Background: an optimization exercise with open tools, aiming at small area, a short achievable clock period and few clock cycles. Do not read the settings as production practice.
In this exercise RTL edits were held to simulation tests only and were not proved equivalent to the original.
Power is estimated from default activity; no workload was simulated.

==> design/flow/design.v <==
module ssdv_huff_rom (
    input  wire        ac,
    input  wire        chroma,
    input  wire [3:0]  run,
    input  wire [3:0]  size,
    output reg  [4:0]  len,
    output reg  [15:0] code
);
    reg  [3:0] first16;
    reg  [7:0] base;
    always @(*) begin
        case ({chroma, run})
            5'h00: begin first16 = 4'd9; base = 8'h79; end
            5'h01: begin first16 = 4'd6; base = 8'h7e; end
            5'h02: begin first16 = 4'd5; base = 8'h84; end
            5'h03: begin first16 = 4'd4; base = 8'h8b; end
            5'h04: begin first16 = 4'd3; base = 8'h93; end
            5'h05: begin first16 = 4'd3; base = 8'h9b; end
            5'h06: begin first16 = 4'd3; base = 8'ha3; end
            5'h07: begin first16 = 4'd3; base = 8'hab; end
            5'h08: begin first16 = 4'd3; base = 8'hb3; end
            5'h09: begin first16 = 4'd2; base = 8'hbc; end
            5'h0a: begin first16 = 4'd2; base = 8'hc5; end
            5'h0b: begin first16 = 4'd2; base = 8'hce; end
            5'h0c: begin first16 = 4'd2; base = 8'hd7; end
            5'h0d: begin first16 = 4'd2; base = 8'he0; end
            5'h0e: begin first16 = 4'd1; base = 8'hea; end
            5'h0f: begin first16 = 4'd1; base = 8'hf4; end
            5'h10: begin first16 = 4'd11; base = 8'h00; end
            5'h11: begin first16 = 4'd7; base = 8'h81; end
            5'h12: begin first16 = 4'd6; base = 8'h86; end
            5'h13: begin first16 = 4'd5; base = 8'h8c; end
            5'h14: begin first16 = 4'd3; base = 8'h94; end
            5'h15: begin first16 = 4'd3; base = 8'h9c; end
            5'h16: begin first16 = 4'd3; base = 8'ha4; end
            5'h17: begin first16 = 4'd3; base = 8'hac; end
            5'h18: begin first16 = 4'd2; base = 8'hb5; end
            5'h19: begin first16 = 4'd2; base = 8'hbe; end
            5'h1a: begin first16 = 4'd2; base = 8'hc7; end
            5'h1b: begin first16 = 4'd2; base = 8'hd0; end
            5'h1c: begin first16 = 4'd2; base = 8'hd9; end
            5'h1d: begin first16 = 4'd2; base = 8'he2; end
            5'h1e: begin first16 = 4'd2; base = 8'heb; end
            5'h1f: begin first16 = 4'd2; base = 8'hf4; end
            default: begin first16 = 4'd11; base = 8'h00; end
        endcase
    end
    wire [7:0] lo16 = base + {4'd0, size};
    always @(*) begin
        len = 5'd0; code = 16'h0000;
        if (ac && size >= first16) begin
            len = 5'd16; code = {8'hFF, lo16};
        end else begin
            case ({ac, chroma, run, size})
                10'h000: begin len = 5'd2; code = 16'h0000; end
                10'h001: begin len = 5'd3; code = 16'h0002; end
                10'h002: begin len = 5'd3; code = 16'h0003; end
                10'h003: begin len = 5'd3; code = 16'h0004; end
                10'h004: begin len = 5'd3; code = 16'h0005; end
                10'h005: begin len = 5'd3; code = 16'h0006; end
                10'h006: begin len = 5'd4; code = 16'h000e; end
                10'h007: begin len = 5'd5; code = 16'h001e; end
                10'h008: begin len = 5'd6; code = 16'h003e; end
                10'h009: begin len = 5'd7; code = 16'h007e; end
                10'h00a: begin len = 5'd8; code = 16'h00fe; end
                10'h00b: begin len = 5'd9; code = 16'h01fe; end
                10'h100: begin len = 5'd2; code = 16'h0000; end
                10'h101: begin len = 5'd2; code = 16'h0001; end
                10'h102: begin len = 5'd2; code = 16'h0002; end
                10'h103: begin len = 5'd3; code = 16'h0006; end
                10'h104: begin len = 5'd4; code = 16'h000e; end
                10'h105: begin len = 5'd5; code = 16'h001e; end
                10'h106: begin len = 5'd6; code = 16'h003e; end
                10'h107: begin len = 5'd7; code = 16'h007e; end
                10'h108: begin len = 5'd8; code = 16'h00fe; end
                10'h109: begin len = 5'd9; code = 16'h01fe; end
                10'h10a: begin len = 5'd10; code = 16'h03fe; end
                10'h10b: begin len = 5'd11; code = 16'h07fe; end
                10'h200: begin len = 5'd4; code = 16'h000a; end
                10'h201: begin len = 5'd2; code = 16'h0000; end
                10'h202: begin len = 5'd2; code = 16'h0001; end
                10'h203: begin len = 5'd3; code = 16'h0004; end
                10'h204: begin len = 5'd4; code = 16'h000b; end
                10'h205: begin len = 5'd5; code = 16'h001a; end
                10'h206: begin len = 5'd7; code = 16'h0078; end
                10'h207: begin len = 5'd8; code = 16'h00f8; end
                10'h208: begin len = 5'd10; code = 16'h03f6; end
                10'h211: begin len = 5'd4; code = 16'h000c; end
                10'h212: begin len = 5'd5; code = 16'h001b; end
                10'h213: begin len = 5'd7; code = 16'h0079; end
                10'h214: begin len = 5'd9; code = 16'h01f6; end
                10'h215: begin len = 5'd11; code = 16'h07f6; end
                10'h221: begin len = 5'd5; code = 16'h001c; end
                10'h222: begin len = 5'd8; code = 16'h00f9; end
                10'h223: begin len = 5'd10; code = 16'h03f7; end
                10'h224: begin len = 5'd12; code = 16'h0ff4; end
                10'h231: begin len = 5'd6; code = 16'h003a; end
                10'h232: begin len = 5'd9; code = 16'h01f7; end
                10'h233: begin len = 5'd12; code = 16'h0ff5; end
                10'h241: begin len = 5'd6; code = 16'h003b; end
                10'h242: begin len = 5'd10; code = 16'h03f8; end
                10'h251: begin len = 5'd7; code = 16'h007a; end
                10'h252: begin len = 5'd11; code = 16'h07f7; end
                10'h261: begin len = 5'd7; code = 16'h007b; end
                10'h262: begin len = 5'd12; code = 16'h0ff6; end
                10'h271: begin len = 5'd8; code = 16'h00fa; end
                10'h272: begin len = 5'd12; code = 16'h0ff7; end
                10'h281: begin len = 5'd9; code = 16'h01f8; end
                10'h282: begin len = 5'd15; code = 16'h7fc0; end
                10'h291: begin len = 5'd9; code = 16'h01f9; end
                10'h2a1: begin len = 5'd9; code = 16'h01fa; end
                10'h2b1: begin len = 5'd10; code = 16'h03f9; end
                10'h2c1: begin len = 5'd10; code = 16'h03fa; end
                10'h2d1: begin len = 5'd11; code = 16'h07f8; end
                10'h2f0: begin len = 5'd11; code = 16'h07f9; end
                10'h300: begin len = 5'd2; code = 16'h0000; end
                10'h301: begin len = 5'd2; code = 16'h0001; end
                10'h302: begin len = 5'd3; code = 16'h0004; end
                10'h303: begin len = 5'd4; code = 16'h000a; end
                10'h304: begin len = 5'd5; code = 16'h0018; end
                10'h305: begin len = 5'd5; code = 16'h0019; end
                10'h306: begin len = 5'd6; code = 16'h0038; end
                10'h307: begin len = 5'd7; code = 16'h0078; end
                10'h308: begin len = 5'd9; code = 16'h01f4; end
                10'h309: begin len = 5'd10; code = 16'h03f6; end
                10'h30a: begin len = 5'd12; code = 16'h0ff4; end
                10'h311: begin len = 5'd4; code = 16'h000b; end
                10'h312: begin len = 5'd6; code = 16'h0039; end
                10'h313: begin len = 5'd8; code = 16'h00f6; end
                10'h314: begin len = 5'd9; code = 16'h01f5; end
                10'h315: begin len = 5'd11; code = 16'h07f6; end
                10'h316: begin len = 5'd12; code = 16'h0ff5; end
                10'h321: begin len = 5'd5; code = 16'h001a; end
                10'h322: begin len = 5'd8; code = 16'h00f7; end
                10'h323: begin len = 5'd10; code = 16'h03f7; end
                10'h324: begin len = 5'd12; code = 16'h0ff6; end
                10'h325: begin len = 5'd15; code = 16'h7fc2; end
                10'h331: begin len = 5'd5; code = 16'h001b; end
                10'h332: begin len = 5'd8; code = 16'h00f8; end
                10'h333: begin len = 5'd10; code = 16'h03f8; end
                10'h334: begin len = 5'd12; code = 16'h0ff7; end
                10'h341: begin len = 5'd6; code = 16'h003a; end
                10'h342: begin len = 5'd9; code = 16'h01f6; end
                10'h351: begin len = 5'd6; code = 16'h003b; end
                10'h352: begin len = 5'd10; code = 16'h03f9; end
                10'h361: begin len = 5'd7; code = 16'h0079; end
                10'h362: begin len = 5'd11; code = 16'h07f7; end
                10'h371: begin len = 5'd7; code = 16'h007a; end
                10'h372: begin len = 5'd11; code = 16'h07f8; end
                10'h381: begin len = 5'd8; code = 16'h00f9; end
                10'h391: begin len = 5'd9; code = 16'h01f7; end
                10'h3a1: begin len = 5'd9; code = 16'h01f8; end
                10'h3b1: begin len = 5'd9; code = 16'h01f9; end
                10'h3c1: begin len = 5'd9; code = 16'h01fa; end
                10'h3d1: begin len = 5'd11; code = 16'h07f9; end
                10'h3e1: begin len = 5'd14; code = 16'h3fe0; end
                10'h3f0: begin len = 5'd10; code = 16'h03fa; end
                10'h3f1: begin len = 5'd15; code = 16'h7fc3; end
                default: ;
            endcase
        end
    end
endmodule
module ssdv_recoder (
    input  wire        clk,
    input  wire        rst,
    input  wire        in_valid,
    output wire        in_ready,
    input  wire [1:0]  in_op,
    input  wire [11:0] in_coef,
    input  wire [7:0]  in_qs,
    input  wire [7:0]  in_qd,
    input  wire [1:0]  in_comp,
    input  wire        in_rb,
    input  wire        in_dec,
    output reg         out_valid,
    input  wire        out_ready,
    output reg  [7:0]  out_byte
);
    localparam OP_COEF = 2'd0, OP_EOB = 2'd1, OP_SYNC = 2'd2, OP_INIT = 2'd3;
    localparam W = 40;             
    localparam T_AC = 3'd0, T_DC = 3'd1, T_EOB = 3'd2, T_SYNC = 3'd3,
               T_INIT = 3'd4, T_ACL = 3'd5;  
    wire stall;
    assign in_ready = !stall;
    wire adv = !stall;
    reg  [5:0]  k;
    reg         decb;
    reg  [15:0] dcs0, dcs1, dcs2;
    wire        is_dc  = (k == 6'd0);
    wire [15:0] v16    = {{4{in_coef[11]}}, in_coef};
    wire [15:0] dcs_c  = (in_comp == 2'd0) ? dcs0 : (in_comp == 2'd1) ? dcs1 : dcs2;
    wire [15:0] dc_abs = (decb && in_rb) ? v16 : (dcs_c + v16);
    wire [15:0] xb     = is_dc ? dc_abs : v16;
    reg  [2:0]  b_kind;
    always @(*) begin
        case (in_op)
            OP_COEF: b_kind = is_dc ? T_DC : (k == 6'd63) ? T_ACL : T_AC;
            OP_EOB:  b_kind = T_EOB;
            OP_SYNC: b_kind = T_SYNC;
            default: b_kind = T_INIT;
        endcase
    end
    reg         bv;
    reg  [2:0]  bkind;
    reg  [15:0] bx;            
    reg         bneg;
    reg  [7:0]  bqs, bqd;
    reg  [1:0]  bcomp;
    reg         brb;
    always @(posedge clk) begin
        if (rst) begin
            k <= 6'd0; decb <= 1'b0;
            dcs0 <= 16'd0; dcs1 <= 16'd0; dcs2 <= 16'd0;
            bv <= 1'b0;
        end else if (adv) begin
            bv <= in_valid;
            if (in_valid) begin
                case (in_op)
                    OP_COEF: begin
                        k <= k + 6'd1;
                        if (is_dc) begin
                            if (in_comp == 2'd0) dcs0 <= dc_abs;
                            if (in_comp == 2'd1) dcs1 <= dc_abs;
                            if (in_comp == 2'd2) dcs2 <= dc_abs;
                        end
                    end
                    OP_EOB: k <= 6'd0;
                    OP_INIT: begin
                        decb <= in_dec;
                        dcs0 <= 16'd0; dcs1 <= 16'd0; dcs2 <= 16'd0;
                    end
                    default: ;
                endcase
            end
        end
    end
    always @(posedge clk) begin
        if (adv) begin
            bkind <= b_kind;
            bx    <= xb ^ {16{xb[15]}};
            bneg  <= xb[15];
            bqs   <= in_qs;
            bqd   <= in_qd;
            bcomp <= in_comp;
            brb   <= (in_op == OP_INIT) ? in_dec : in_rb;
        end
    end
    wire [22:0] cn_w = bx * bqs + (bneg ? {15'd0, bqs} : 23'd0) + {16'd0, bqd[7:1]};
    reg         cv;
    reg  [2:0]  ckind;
    reg  [22:0] cn;
    reg  [7:0]  cqd;
    reg  [1:0]  ccomp;
    reg         crb, cneg;
    always @(posedge clk) begin
        if (rst) cv <= 1'b0;
        else if (adv) cv <= bv;
        if (adv) begin
            ckind <= bkind; cn <= cn_w; cqd <= bqd; ccomp <= bcomp; crb <= brb; cneg <= bneg;
        end
    end
    function [8:0] div2;       
        input [7:0] r; input b; input [7:0] d;
        reg [8:0] sh; reg [9:0] t;
        begin
            sh = {r, b};
            t  = {1'b0, sh} - {2'b0, d};
            div2 = t[9] ? {1'b0, sh[7:0]} : {1'b1, t[7:0]};
        end
    endfunction
    function [9:0] div4;       
        input [7:0] r; input [1:0] b; input [7:0] d; input [9:0] d3;
        reg [9:0] sh; reg [10:0] t1, t2, t3;
        begin
            sh = {r, b};
            t1 = {1'b0, sh} - {3'b0, d};
            t2 = {1'b0, sh} - {2'b0, d, 1'b0};
            t3 = {1'b0, sh} - {1'b0, d3};
            if (!t3[10])      div4 = {2'd3, t3[7:0]};
            else if (!t2[10]) div4 = {2'd2, t2[7:0]};
            else if (!t1[10]) div4 = {2'd1, t1[7:0]};
            else              div4 = {2'd0, sh[7:0]};
        end
    endfunction
    wire        d_ovf = (cn[22:11] >= {4'd0, cqd});
    wire [9:0]  d_3   = {2'd0, cqd} + {1'b0, cqd, 1'b0};
    wire [8:0]  d_s0  = div2(cn[18:11], cn[10], cqd);
    wire [9:0]  d_s1  = div4(d_s0[7:0], cn[9:8], cqd, d_3);
    reg         dv;
    reg  [2:0]  dkind;
    reg  [7:0]  drem;
    reg  [7:0]  dlo;
    reg  [2:0]  dq;
    reg         dsat;
    reg  [7:0]  dqd;
    reg  [9:0]  dd3;
    reg  [1:0]  dcomp;
    reg         drb, dneg;
    always @(posedge clk) begin
        if (rst) dv <= 1'b0;
        else if (adv) dv <= cv;
        if (adv) begin
            dkind <= ckind; drem <= d_s1[7:0]; dlo <= cn[7:0];
            dq <= {d_s0[8], d_s1[9:8]};
            dsat <= d_ovf || d_s0[8];
            dqd <= cqd; dd3 <= d_3; dcomp <= ccomp; drb <= crb; dneg <= cneg;
        end
    end
    wire [9:0]  e_s0 = div4(drem, dlo[7:6], dqd, dd3);
    wire [9:0]  e_s1 = div4(e_s0[7:0], dlo[5:4], dqd, dd3);
    reg         ev;
    reg  [2:0]  ekind;
    reg  [7:0]  erem;
    reg  [3:0]  elo;
    reg  [6:0]  eq;
    reg         esat;
    reg  [7:0]  eqd;
    reg  [9:0]  ed3;
    reg  [1:0]  ecomp;
    reg         erb, eneg;
    always @(posedge clk) begin
        if (rst) ev <= 1'b0;
        else if (adv) ev <= dv;
        if (adv) begin
            ekind <= dkind; erem <= e_s1[7:0]; elo <= dlo[3:0];
            eq <= {dq, e_s0[9:8], e_s1[9:8]};
            esat <= dsat; eqd <= dqd; ed3 <= dd3; ecomp <= dcomp; erb <= drb; eneg <= dneg;
        end
    end
    wire [9:0]  f_s0 = div4(erem, elo[3:2], eqd, ed3);
    wire [9:0]  f_s1 = div4(f_s0[7:0], elo[1:0], eqd, ed3);
    wire [10:0] f_q  = {eq, f_s0[9:8], f_s1[9:8]};
    wire [10:0] f_mag = esat ? ((ekind == T_DC && eneg) ? 11'd1024 : 11'd1023) : f_q;
    reg         fv;
    reg  [2:0]  fkind;
    reg  [10:0] fmag;
    reg  [1:0]  fcomp;
    reg         frb, fneg;
    always @(posedge clk) begin
        if (rst) fv <= 1'b0;
        else if (adv) fv <= ev;
        if (adv) begin
            fkind <= ekind; fmag <= f_mag; fcomp <= ecomp; frb <= erb; fneg <= eneg;
        end
    end
    reg         decg;
    reg  [11:0] ndd0, ndd1, ndd2;    
    function [3:0] size_of;
        input [10:0] m;
        integer i;
        begin
            size_of = 4'd0;
            for (i = 0; i < 11; i = i + 1)
                if (m[i]) size_of = i + 1;
        end
    endfunction
    wire [11:0] g_nd   = (fcomp == 2'd0) ? ndd0 : (fcomp == 2'd1) ? ndd1 : ndd2;
    wire [11:0] g_m12  = {1'b0, fmag} ^ {12{fneg}};
    wire [11:0] g_e    = g_m12 + ((!decg && frb) ? 12'd0 : g_nd) + {11'd0, fneg};
    wire [11:0] g_newnd = ({1'b0, fmag} ^ {12{!fneg}}) + {11'd0, !fneg};
    wire        g_isdc = (fkind == T_DC);
    wire [10:0] g_eabs = g_e[10:0] ^ {11{g_e[11]}};
    wire [10:0] g_m    = g_isdc ? (g_eabs + {10'd0, g_e[11]}) : fmag;
    wire        g_n    = g_isdc ? g_e[11] : fneg;
    reg         gv;
    reg  [2:0]  gkind;
    reg  [10:0] gm;
    reg         gn;
    reg  [3:0]  gsize;
    reg         gch;
    reg         grb;
    always @(posedge clk) begin
        if (rst) begin
            gv <= 1'b0; decg <= 1'b0;
            ndd0 <= 12'd0; ndd1 <= 12'd0; ndd2 <= 12'd0;
        end else if (adv) begin
            gv <= fv;
            if (fv && g_isdc) begin
                if (fcomp == 2'd0) ndd0 <= g_newnd;
                if (fcomp == 2'd1) ndd1 <= g_newnd;
                if (fcomp == 2'd2) ndd2 <= g_newnd;
            end
            if (fv && fkind == T_INIT) begin
                decg <= frb;
                ndd0 <= 12'd0; ndd1 <= 12'd0; ndd2 <= 12'd0;
            end
        end
        if (adv) begin
            gkind <= fkind; gm <= g_m; gn <= g_n; gsize <= size_of(g_m);
            gch <= (fcomp != 2'd0); grb <= frb;
        end
    end
    reg         dech;
    reg         g;             
    reg  [5:0]  run;
    wire        h_isdc = (gkind == T_DC);
    wire        h_zero = (gsize == 4'd0);
    wire        h_ac   = (gkind == T_AC) || (gkind == T_ACL);
    wire        h_zrl  = h_ac && !h_zero && (run >= 6'd16);
    wire        h_g    = h_isdc ? gch : g;
    wire [10:0] h_vb   = (gn ? ~gm : gm) & ~(11'h7FF << gsize);
    wire [4:0]  rom_len;
    wire [15:0] rom_code;
    ssdv_huff_rom u_rom (.ac(!h_isdc), .chroma(h_g),
                         .run(h_isdc ? 4'd0 : run[3:0]), .size(gsize),
                         .len(rom_len), .code(rom_code));
    reg         h_push;
    reg  [4:0]  h_len;
    reg  [25:0] h_bits;
    reg         h_sync;
    always @(*) begin
        h_push = 1'b0; h_len = 5'd0; h_bits = 26'd0; h_sync = 1'b0;
        case (gkind)
            T_DC: begin
                h_push = 1'b1;
                h_len  = rom_len + {1'b0, gsize};
                h_bits = ({10'd0, rom_code} << gsize) | {15'd0, h_vb};
            end
            T_AC, T_ACL: begin
                if (h_zero) begin
                    if (gkind == T_ACL) begin
                        h_push = 1'b1;
                        h_len  = g ? 5'd2 : 5'd4;
                        h_bits = g ? 26'd0 : 26'd10;
                    end
                end else if (h_zrl) begin
                    h_push = 1'b1;
                    h_len  = g ? 5'd10 : 5'd11;
                    h_bits = g ? 26'h3FA : 26'h7F9;
                end else begin
                    h_push = 1'b1;
                    h_len  = rom_len + {1'b0, gsize};
                    h_bits = ({10'd0, rom_code} << gsize) | {15'd0, h_vb};
                end
            end
            T_EOB: begin
                h_push = 1'b1;
                h_len  = g ? 5'd2 : 5'd4;
                h_bits = g ? 26'd0 : 26'd10;
            end
            T_SYNC: begin
                h_push = 1'b1;
                h_sync = 1'b1;
            end
            default: ;
        endcase
    end
    reg         pv;
    reg         psync;
    reg  [4:0]  plen;
    reg  [25:0] pbits;
    reg  [W-1:0] acc;
    reg  [5:0]  cnt;
    reg         zpend;
    wire [2:0]  pad     = 3'd0 - cnt[2:0];
    wire [4:0]  p_len   = psync ? {2'd0, pad} : plen;
    wire        room    = ({1'b0, cnt} + {2'd0, p_len}) <= W;
    wire        p_hold  = pv && !room;
    wire        init_ok = !pv && (cnt < 6'd8);
    wire        h_done  = !gv || (gkind == T_INIT ? init_ok :
                                  (h_zrl ? 1'b0 : (!h_push || !p_hold)));
    assign stall = !h_done;
    always @(posedge clk) begin
        if (rst) begin
            dech <= 1'b0; g <= 1'b0; run <= 6'd0;
        end else if (gv) begin
            case (gkind)
                T_DC: if (!p_hold) begin
                    g   <= gch;
                    run <= 6'd0;
                end
                T_AC, T_ACL: begin
                    if (h_zero) begin
                        if (gkind == T_ACL) begin
                            if (!p_hold) run <= 6'd0;
                        end else begin
                            run <= run + 6'd1;
                        end
                    end else if (!p_hold) begin
                        if (h_zrl) run <= run - 6'd16;
                        else       run <= 6'd0;
                    end
                end
                T_EOB: if (!p_hold) run <= 6'd0;
                T_INIT: if (init_ok) dech <= grb;
                default: ;
            endcase
        end
    end
    wire        out_free = !out_valid || out_ready;
    wire        pop      = out_free && !zpend && (cnt >= 6'd8);
    wire        p_take   = pv && room;
    wire [5:0]  amt      = W[5:0] - cnt - {1'b0, p_len};
    wire [25:0] p_bits   = psync ? {19'd0, ~(7'h7F << pad)} : pbits;
    wire [W+25:0] placed = {{W{1'b0}}, p_bits} << amt;
    wire [W-1:0] acc_or  = p_take ? (acc | placed[W-1:0]) : acc;
    always @(posedge clk) begin
        if (rst) begin
            pv <= 1'b0; acc <= {W{1'b0}}; cnt <= 6'd0; zpend <= 1'b0;
            out_valid <= 1'b0; out_byte <= 8'd0;
        end else begin
            if (!p_hold) begin
                pv    <= gv && h_push;
                psync <= h_sync;
                plen  <= h_len;
                pbits <= h_bits;
            end
            acc <= pop ? {acc_or[W-9:0], 8'd0} : acc_or;
            cnt <= cnt - (pop ? 6'd8 : 6'd0) + (p_take ? {1'b0, p_len} : 6'd0);
            if (out_free) begin
                if (zpend) begin
                    out_valid <= 1'b1;
                    out_byte  <= 8'h00;
                    zpend     <= 1'b0;
                end else if (cnt >= 6'd8) begin
                    out_valid <= 1'b1;
                    out_byte  <= acc[W-1:W-8];
                    if (dech && acc[W-1:W-8] == 8'hFF) zpend <= 1'b1;
                end else begin
                    out_valid <= 1'b0;
                end
            end
        end
    end
endmodule
==> design/flow/run.sh <==
#!/bin/bash
# synth_recipe.tcl (not shown) runs the flow's synth.tcl, then flattens the netlist and writes it again
# the make line also repeats each setting of config.mk as NAME=value (left out here)
make -C /OpenROAD-flow-scripts/flow DESIGN_CONFIG=/design/flow/config.mk WORK_HOME=/design/flow/orfs CLKGATE_MAP_FILE= SYNTH_SCRIPT=/design/flow/synth_recipe.tcl finish
==> design/flow/config.mk <==
export PLATFORM = sky130hd
export DESIGN_NAME = ssdv_recoder
export DESIGN_NICKNAME = ssdv_recoder
export VERILOG_FILES = /design/flow/design.v
export SDC_FILE = /design/flow/constraint.sdc
export NUM_CORES = 4
export LEC_CHECK = 0
export CAP_MARGIN = 20
export CORE_MARGIN = 2
export CORE_UTILIZATION = 40
export PLACE_DENSITY = 0.6
export SETUP_SLACK_MARGIN = 4
export SLEW_MARGIN = 20
export SYNTH_MEMORY_MAX_BITS = 65536
==> design/flow/constraint.sdc <==
create_clock -name core_clock -period 8.0 [get_ports {clk}]
set_input_delay 1.6000 -clock core_clock [delete_from_list [all_inputs] [get_ports {clk}]]
set_output_delay 1.6000 -clock core_clock [all_outputs]
set_load 0.01 [all_outputs]
==> results.yml, run 1 <==
sta:
  rsz0062_at_grt: "true"
  timing.final.crit_share: 0.678
  setup_viol: 0
  setup-tns-final_ns: 0
  hold_ws_ns: 0.413
  worstMarginPinSlew_ns: 0.977
  period_needed_ns: 5.42
  hold_viol: 0
  drv_slew: 0
  max_slew_margin: 0.347
  timing.fmax_ghz: 0.184
  fin_skew_ns: 0.0169
cts:
  htree_levels: 2
  clk_pin_slew_ns: 0.06
  root_buffer: "clkbuf_16"
  clock-sinks: 398
  clk-insertion-delay-late_ns: 0.60
  cts_buffers: 45
  tritoncts: "done"
  clock_path_buffers: 3
critical_path:
  crit_type: "reg2reg"
  start_kind: "flip-flop"
  worstPathRequired_ns: 8.34
  crit_fanout: 7
  arrival_ns: 5.77
  cp-end-kind: "flip-flop"
global_route:
  grtUsageTotal: 0.220
  grt-ovfl-total: 0
  grt_pass1_vias: 28486
  grt_start_max_net_pins: 159
  grt_pass1_wl_um: 156000
  antenna_found_initial: 0
layout:
  fin_nets: 4578
  syn_to_final_growth_pct: 26.1
  multiInputGateArea_um2: 24900
  fill_cells: 7789
  drive_gt1_frac: 0.232
  fin_area_um2: 43200
  layout_common_cells: "nand2_1, nor2_1, buf_4"
  diodes: 0
  regArea_um2: 10300
  layout_commonest_cell: "nand2_1"
min_path:
  hold_path_class: "reg2reg"
yosys:
  synth-edff-count: 235
  synth_area_per_cell_um2: 8.92
  synth_cell_type_count: 107
  syn-num-nets: 4291
  synth_cells: 3839
  synth-main-ff-cell: "edfxtp_1"
  yosysSeqAreaShare: 0.301
  synth_area_um2: 34200
  synth_warnings: 2
  yosys_register_bits: 398
  ys_async_sr_fraction: 0
die:
  ios: 48
  start_util: 0.403
  dieWidth_um: 297
  row_count: 107
  design.core.area_um2: 85000
  die_h_um: 297
  die_area_um2: 88000
drt:
  drcViolationCount: 0
  dr.pass1.iters: 6
  detail_route.vias_per_cell: 5.59
  routed_wl_um: 100000
  avgRoutedWirePerCell_um: 18.9
  drtIter0Drc: 2183
  antenna_left: 0
  num_vias: 29663
pwr:
  pwr_density_cell_nw_per_um2: 491
  leakage_uw: 0.0180
  ir_worst_vdd_mv: 0.661
job:
  max_cap_viol_count: 0
outcome:
  outcome: "finished clean"
placement:
  dp_hpwl_um: 67700
  place_area_um2: 36500
  port_buffers: 47
  gp_congestion: 0.967
## metrics by stage
stage | utilization | worst slack [ns] | power (µW) | std cells
finish | 0.508 | 2.58 | 21200 | 5307
floorplan | - | 2.82 | 12800 | 3839
global route | 0.508 | 2.42 | 22900 | 5307
global placement | 0.429 | 1.85 | 15300 | 4888
CTS | 0.486 | 2.56 | 19600 | 5208
detailed placement | 0.429 | 1.79 | 15400 | 4888
## kinds of logic (layout without fill, tap and decap cells)
group	Yosys count	after routing	share of synthesized area
muxes	222	222	0.0707
AOI/OAI and AO/OA	926	926	0.178
xor gates and xnor gates	181	181	0.0465
DFF	398	398	0.301
and+or+nand+nor	1207	1211	0.172
buffers and inverters	490	810	0.0552
adders and majority gates	415	415	0.176
## registers in the layout, indices dropped and copies added (netlist names), 9 cells and up
name,cells
bx,15
dcs0,16
ndd0,12
fmag,11
ed3,9
acc,40
dcs2,16
gm,11
pbits,26
ndd1,12
dd3,9
ndd2,12
dcs1,16
cn,23
## where the power goes
part | switching (µW) | internal [µW] | leakage (µW)
combinational | 8210 | 7570 | 0.0136
clock | 895 | 1130 | 0.000695
sequential | 378 | 3020 | 0.00377
## Yosys cell counts, types with 33 or more instances
cell,number,share of area
and2_1,82,0.015
edfxtp_1,235,0.21
nor2b_1,61,0.011
ha_1,303,0.11
xor2_1,66,0.017
nand3_1,75,0.011
nor2_1,340,0.037
inv_1,302,0.033
a21oi_1,230,0.034
nand2b_1,35,0.0064
nor3_1,68,0.0099
buf_2,33,0.0048
mux2i_1,189,0.055
xnor2_1,114,0.029
a21o_1,89,0.020
nand2_1,346,0.038
o21ai_0,205,0.030
clkbuf_1,124,0.014
dfxtp_1,163,0.095
a211oi_1,77,0.017
fa_1,111,0.065
## cell type report
cell class	count	area share
clock buffers	55	0.0274
repair inverters	2	0.000406
clock inverters	29	0.00574
flip-flops and latches	398	0.239
multi-input cells	2955	0.578
repair buffers	415	0.0881
well taps	1144	0.0332
inverters	309	0.0281
## worst max-delay path: stages, from the launching register on
cell,delay [ns]
edfxtp_1,0.52
nand2_2,0.10
fa_2,0.58
inv_2,0.04
fa_1,0.46
ha_1,0.31
inv_2,0.04
fa_1,0.47
inv_1,0.05
fa_1,0.53
ha_4,0.22
o21a_1,0.17
o21a_1,0.21
a2111oi_4,0.30
nor2_2,0.10
a41oi_2,0.26
a31oi_2,0.15
a211o_1,0.30
o31a_1,0.25
xnor2_1,0.12
## final timing paths
check / startpoint / to / slack [ns] / cells past startpoint
max: bqs[1] / cn[22] / 2.58 / 19
min: cn[2] / dlo[2] / 0.41 / 0
max reg2reg: bqs[1] / cn[22] / 2.58 / 19
min reg2reg: cn[2] / dlo[2] / 0.41 / 0
## layer usage
| metal | up-vias | share of wire | wire (µm) | global-route usage |
|---|---|---|---|---|
| li1 | 14306 | - | - | - |
| met1 | 14399 | 0.43 | 43400 | 0.292 |
| met2 | 796 | 0.49 | 49100 | 0.376 |
| met3 | 162 | 0.051 | 5140 | 0.0282 |
| met4 | 0 | 0.025 | 2530 | 0.0611 |
| met5 | - | 0 | 0 | 0 |
## what timing repair did
item / in CTS / in global routing
pin swaps: 158 / 149
setup endpoints to repair: 451 / 339
gates cloned: 13 / 4
buffers inserted: 223 / 95
hold buffers: 0 / 0
resized for setup: 320 / 241
Testbench counts, summed over its fixed seeds: cycles 22,021.
==> run 2, diff against run 1 <==
--- a/design/flow/config.mk
+++ b/design/flow/config.mk
@@ -11,3 +11,3 @@
 export PLACE_DENSITY = 0.6
-export SETUP_SLACK_MARGIN = 4
+export SETUP_SLACK_MARGIN = 3
 export SLEW_MARGIN = 20
==> run 2 against run 1 <==
Compared with the run above: worst setup slack better by 0.024 ns; hold slack worse by 0.0012 ns; utilization down 3.7 points; routed wire length down 5.1%; critical path type unchanged.
==> results.yml, run 2 <==
cts:
  clock_path_buffers: 3
  clk_pin_slew_ns: 0.06
  htree_levels: 2
  hold_buffers: 0
  cts_buffers: 46
  tritoncts: "done"
  root_buffer: "clkbuf_16"
  clock-sinks: 398
  clk-insertion-delay-late_ns: 0.59
critical_path:
  worstPathRequired_ns: 8.34
  ff2ff_path_depth: 20
  arrival_ns: 5.74
  start_kind: "flip-flop"
  worstReg2RegStart: "bqs[3]"
  rrSetupSlack_ns: 2.60
  critPathMaxStageDelay_ns: 0.54
  crit_start: "bqs[3]"
  crit_end: "cn[22]"
  path_cells: "buf_6, buf_4, and2_1, fa_2, fa_1, ha_1, inv_1, fa_1, inv_2, fa_1, ha_4, o21a_1, o21a_1, a2111oi_4, nor2_2, a41oi_2, a31oi_2, a211o_1, o31a_1, xnor2_1"
  crit_slowest_cell: "fa_1"
  cp-end-kind: "flip-flop"
  crit_fanout: 4
  r2r-end: "cn[22]"
  crit_type: "reg2reg"
  path_common_cell: "fa_1"
pwr:
  switching_share: 0.451
  p_int_uw: 10600
  combinationalPowerShare: 0.709
  pwr_density_cell_nw_per_um2: 482
  p_sw_uw: 8720
  leakage_uw: 0.0169
  ir_worst_vdd_mv: 0.855
  pwr-share-seq: 0.177
  clkPwrFrac: 0.114
  power.total_uw: 19300
sta:
  setup-tns-final_ns: 0
  hold_viol: 0
  period_needed_ns: 5.40
  max_slew_margin: 0.323
  drv_slew: 0
  rsz0062_at_grt: "true"
  timing.final.crit_share: 0.675
  setup_viol: 0
  fin_skew_ns: 0.0456
  timing.fmax_ghz: 0.185
  worstMarginPinSlew_ns: 1.02
drt:
  drtIter0Drc: 2015
  num_vias: 28844
  drcViolationCount: 0
  dr.pass1.iters: 6
  antenna_left: 0
  routed_wl_um: 95100
  detail_route.vias_per_cell: 5.60
  avgRoutedWirePerCell_um: 18.5
yosys:
  yosys-top-cells-area: "edfxtp_1, ha_1, dfxtp_1, fa_1, mux2i_1"
  synth_top_area_cell: "edfxtp_1"
  ys_async_sr_fraction: 0
  synth_area_um2: 34200
  synth_area_per_cell_um2: 8.92
  synth_warnings: 2
  syn-num-nets: 4291
  synth-main-ff-cell: "edfxtp_1"
  synth.most_common_cell: "nand2_1"
  yosys_register_bits: 398
  yosysSeqAreaShare: 0.301
  netlist.area_leader.share: 0.206
  synth-edff-count: 235
  synth_cell_type_count: 107
  synth_common_cells: "nand2_1, nor2_1, ha_1, inv_1, edfxtp_1"
  synth_cells: 3839
layout:
  fin_area_um2: 40100
  diodes: 0
  layout_commonest_cell: "nor2_1"
  fin_nets: 4423
  regMostFlops: "acc"
  largest_reg_flops: 40
  syn_to_final_growth_pct: 17.0
  reg.largest.list: "acc: 40 flops, pbits: 26 flops, cn: 23 flops"
  stdcell_count: 5150
  layout_common_cells: "nor2_1, nand2_1, inv_1"
  fin_util: 0.471
  drive_gt1_frac: 0.147
placement:
  gp_congestion: 0.954
  place_area_um2: 36000
  place_inst: 4896
  dp_hpwl_um: 67700
  port_buffers: 47
die:
  ios: 48
  die_h_um: 297
  row_count: 107
  dieWidth_um: 297
  design.core.area_um2: 85000
  start_util: 0.403
  die_area_um2: 88000
min_path:
  holdPathStages: 0
  hold_path_class: "reg2reg"
global_route:
  antenna_found_initial: 1
  grt_pass1_wl_um: 150000
  grt_pass1_vias: 27736
  grt_start_max_net_pins: 94
  grt-ovfl-total: 0
  grtUsageTotal: 0.212
job:
  max_cap_viol_count: 0
outcome:
  outcome: "finished clean"
run 2: layout make-up:
class | count | area, µm²
Timing Repair inverter | 3 | 26.3
Timing Repair Buffer | 261 | 2210
Inverter | 309 | 1200
Sequential cell | 398 | 10300
Multi-Input combinational cell | 2952 | 23300
Tap cell | 1144 | 1430
Fill cell | 8074 | 45000
Clock buffer | 56 | 1230
Clock inverter | 27 | 349
run 2: logic make-up after synthesis:
family	Yosys count	share of synthesized area
fa+ha+maj	415	0.176
mux	222	0.0707
compound gates	926	0.178
flops	398	0.301
xor+xnor	181	0.0465
buf+inv	490	0.0552
simple gates	1207	0.172
run 2: worst min-delay path by stage:
| stage | start | end | slack, ns |
|---|---|---|---|
| final | bcomp[1] | ccomp[1] | 0.41 |
| after global routing | bcomp[1] | ccomp[1] | 0.41 |
| after CTS | bcomp[1] | ccomp[1] | 0.41 |
| after detailed placement | cn[3] | dlo[3] | 0.40 |
| after global placement | drb | erb | 0.40 |
| after floorplan | bcomp[0] | ccomp[0] | 0.40 |
run 2: routing by layer:
metal	GRT usage	routed length, µm	up-vias
met4	0.0695	2870	0
met3	0.0244	4740	171
met2	0.351	45100	795
met1	0.288	42400	13881
li1	-	-	13997
met5	0	0	-
run 2: repair_timing:
action | in CTS | in global routing
gates resized for setup | 116 | 183
setup buffers | 89 | 77
setup endpoints to repair | 194 | 87
cloned | 4 | 1
pin swaps | 50 | 101
run 2: power groups by stage:
stage / clock network [µW] / logic (µW) / registers [µW]
2_1_floorplan: 0 / 9060 / 3260
3_5_place_dp: 0 / 11500 / 3490
5_1_grt: 2340 / 15200 / 3460
6_report: 2210 / 13700 / 3410
4_1_cts: 2260 / 12600 / 3420
3_3_place_gp: 0 / 11500 / 3490
run 2: stage by stage:
step	setup slack [ns]	hold slack [ns]
2_1_floorplan	2.78	0.400
3_3_place_gp	1.79	0.400
3_5_place_dp	1.75	0.405
4_1_cts	2.52	0.411
5_1_grt	2.41	0.413
6_report	2.60	0.412
run 2: worst max-delay path, delay by kind of cell, from the launching register on:
kind	cells	cell delay [ns]
flip-flops	1	0.45
adder cells (fa/ha/maj)	6	2.34
XOR/XNOR	1	0.13
buffers and inverters	4	0.38
AO/OA/AOI/OAI	7	1.64
AND/OR/NAND/NOR	2	0.23
==> run 3, diff against run 2 <==
--- a/design/flow/config.mk
+++ b/design/flow/config.mk
@@ -11,3 +11,2 @@
 export PLACE_DENSITY = 0.6
-export SETUP_SLACK_MARGIN = 3
 export SLEW_MARGIN = 20
==> run 3 against run 2 <==
Compared with the run above: power is 11% lower; global-route usage fell by 0.86 points; area after synthesis stayed put; via count decreased by 4.3%; final area down 6.7%; critical endpoint is now in_ready; first-iteration DRC count fell by 0.55%.
==> results.yml, run 3 <==
outcome:
  outcome: "finished clean"
layout:
  diodes: 0
  layout_commonest_cell: "nand2_1"
  regMostFlops: "acc"
  layout_common_cells: "nand2_1, nor2_1, ha_1"
  reg.largest.list: "acc: 40 flops, pbits: 26 flops, cn: 23 flops"
  fin_nets: 4255
  fill_cells: 8341
  fin_area_um2: 37400
  largest_reg_flops: 40
  multiInputGateArea_um2: 22100
  regArea_um2: 10300
  drive_gt1_frac: 0.0604
  fin_util: 0.440
  syn_to_final_growth_pct: 9.16
cts:
  clock_path_buffers: 3
  hold_buffers: 0
  root_buffer: "clkbuf_16"
  htree_levels: 2
  clock-sinks: 398
  clk_pin_slew_ns: 0.06
  postCtsSetupBuffers: 0
  cts_buffers: 46
  clk-insertion-delay-late_ns: 0.59
  ctsResizeCount: 0
  tritoncts: "done"
global_route:
  grtUsageTotal: 0.203
  antenna_found_initial: 1
  grt_start_max_net_pins: 83
  grt-ovfl-total: 0
  grt_pass1_vias: 26943
  grt_pass1_wl_um: 145000
pwr:
  power.total_uw: 17100
  pwr_density_cell_nw_per_um2: 458
  ir_worst_vdd_mv: 0.577
  leakage_uw: 0.0158
sta:
  timing.fmax_ghz: 0.147
  fin_skew_ns: 0.0263
  hold_viol: 0
  timing.final.crit_share: 0.848
  setup_slack_ns: 1.21
  rsz0062_at_grt: "false"
  max_slew_margin: 0.286
  worstMarginPinSlew_ns: 1.07
  period_needed_ns: 6.79
  setup_viol: 0
  setup-tns-final_ns: 0
  drv_slew: 0
yosys:
  synth-main-ff-cell: "edfxtp_1"
  synth_top_area_cell: "edfxtp_1"
  ys_async_sr_fraction: 0
  synth.most_common_cell: "nand2_1"
  yosys_register_bits: 398
  synth_cell_type_count: 107
  syn-num-nets: 4291
  synth-edff-count: 235
  yosys-top-cells-area: "edfxtp_1, ha_1, dfxtp_1, fa_1, mux2i_1"
  synth_cells: 3839
  yosysSeqAreaShare: 0.301
  synth_area_per_cell_um2: 8.92
  netlist.area_leader.share: 0.206
  synth_warnings: 2
  synth_area_um2: 34200
  synth_common_cells: "nand2_1, nor2_1, ha_1, inv_1, edfxtp_1"
critical_path:
  crit_type: "reg2out"
  worstPathRequired_ns: 6.40
  rrSetupSlack_ns: 1.53
  start_kind: "flip-flop"
  cp-end-kind: "output pin"
  crit_fanout: 82
  r2r-end: "erem[1]"
  worstReg2RegStart: "dlo[6]"
  arrival_ns: 5.19
  ff2ff_path_depth: 22
die:
  die_area_um2: 88000
  die_h_um: 297
  ios: 48
  dieWidth_um: 297
  design.core.area_um2: 85000
  start_util: 0.403
  row_count: 107
drt:
  avgRoutedWirePerCell_um: 18.0
  drcViolationCount: 0
  drtIter0Drc: 2004
  detail_route.vias_per_cell: 5.54
  antenna_left: 0
  dr.pass1.iters: 5
  num_vias: 27616
  routed_wl_um: 89700
min_path:
  holdPathStages: 0
  hold_path_class: "reg2reg"
  worstHoldEndpoint: "ekind[0]"
  hp-start: "dkind[0]"
placement:
  place_area_um2: 35900
  place_worst_setup_slack_ns: 1.59
  port_buffers: 47
  gp_congestion: 0.941
  dp_hpwl_um: 67700
job:
  max_cap_viol_count: 0
[run 3: critical path: stages (launching register included)]
cell and delay (ns):
edfxtp_1 1.02, mux2i_1 0.32, inv_1 0.08, ha_1 0.21, fa_1 0.40, a21o_1 0.17, a21oi_1 0.23, and4b_1 0.22
mux2i_1 0.06, and3_1 0.19, and3_1 0.24, o2bb2ai_2 0.14, buf_4 0.20, inv_8 0.39, clkdlybuf4s50_1 0.65
[run 3: power by group]
| part | internal [µW] | switching (µW) | leakage, µW |
|---|---|---|---|
| clock | 1220 | 884 | 0.000745 |
| sequential | 3020 | 403 | 0.00376 |
| combinational | 4920 | 6670 | 0.0113 |
[run 3: through the flow]
stage	hold WS [ns]	std cells
floorplan	0.400	3839
global placement	0.401	4899
detailed placement	0.405	4899
CTS	0.409	4983
global route	0.423	4983
finish	0.413	4983
[run 3: cell type report]
class / instances / area share
multi-input cells: 2951 / 0.591
flip-flops and latches: 398 / 0.276
well taps: 1144 / 0.0383
clock buffers: 57 / 0.0336
inverters: 309 / 0.0312
repair buffers: 97 / 0.0226
clock inverters: 27 / 0.00703
[run 3: worst max-delay path by stage]
stage                     slack (ns)  cells after the start  endpoint    from
after floorplan                 0.35                     17  in_ready   psync
after global placement          1.80                     14  in_ready   psync
after detailed placement        1.59                     22   erem[1]  dlo[6]
after CTS                       1.10                     14  in_ready   psync
after global routing            0.81                     14  in_ready   psync
final                           1.21                     14  in_ready   psync
[run 3: cells by family after synthesis]
kind of cell	count (synthesis)	share of synthesized area
flops	398	0.301
fa+ha+maj	415	0.176
mux	222	0.0707
buf+inv	490	0.0552
simple gates	1207	0.172
xor+xnor	181	0.0465
compound gates	926	0.178
[run 3: per-layer routing]
layer,vias to the layer above,global-route usage,routed length [µm]
met5,-,0,7
met4,2,0.0504,1980
met3,130,0.0244,3980
met2,618,0.345,42700
met1,13217,0.275,41000
li1,13649,-,-

-- port drivers added, routing unchanged --
In the flow no input, the clock included, has a driving cell. The finished layouts below were timed again as built, in two steps.
Step 1: set_driving_cell puts a clkbuf_16 on clk and a buf_2 on each other input, an assumption about the parent block.
Step 2 times the ports against the registers' clock, not the clock port: input delays grow and output delays shrink by t, the midpoint of the rising clock arrivals with the driver on.
a / b / c = ideal ports / drivers / drivers and shift; a / b = the first two.
run | shift t [ns] | slack for setup (ns) | hold slack, ns | clock arrival spread, ns
run 1 | 0.663 | 2.578 / 2.578 / 2.578 | 0.413 / 0.413 / 0.413 | 0.018 / 0.018
run 2 | 0.633 | 2.602 / 2.602 / 2.602 | 0.412 / 0.412 / 0.412 | 0.046 / 0.045
run 3 | 0.637 | 1.214 / 1.152 / 1.526 | 0.413 / 0.413 / 0.413 | 0.028 / 0.029
After both steps setup and hold are still met in every run listed.
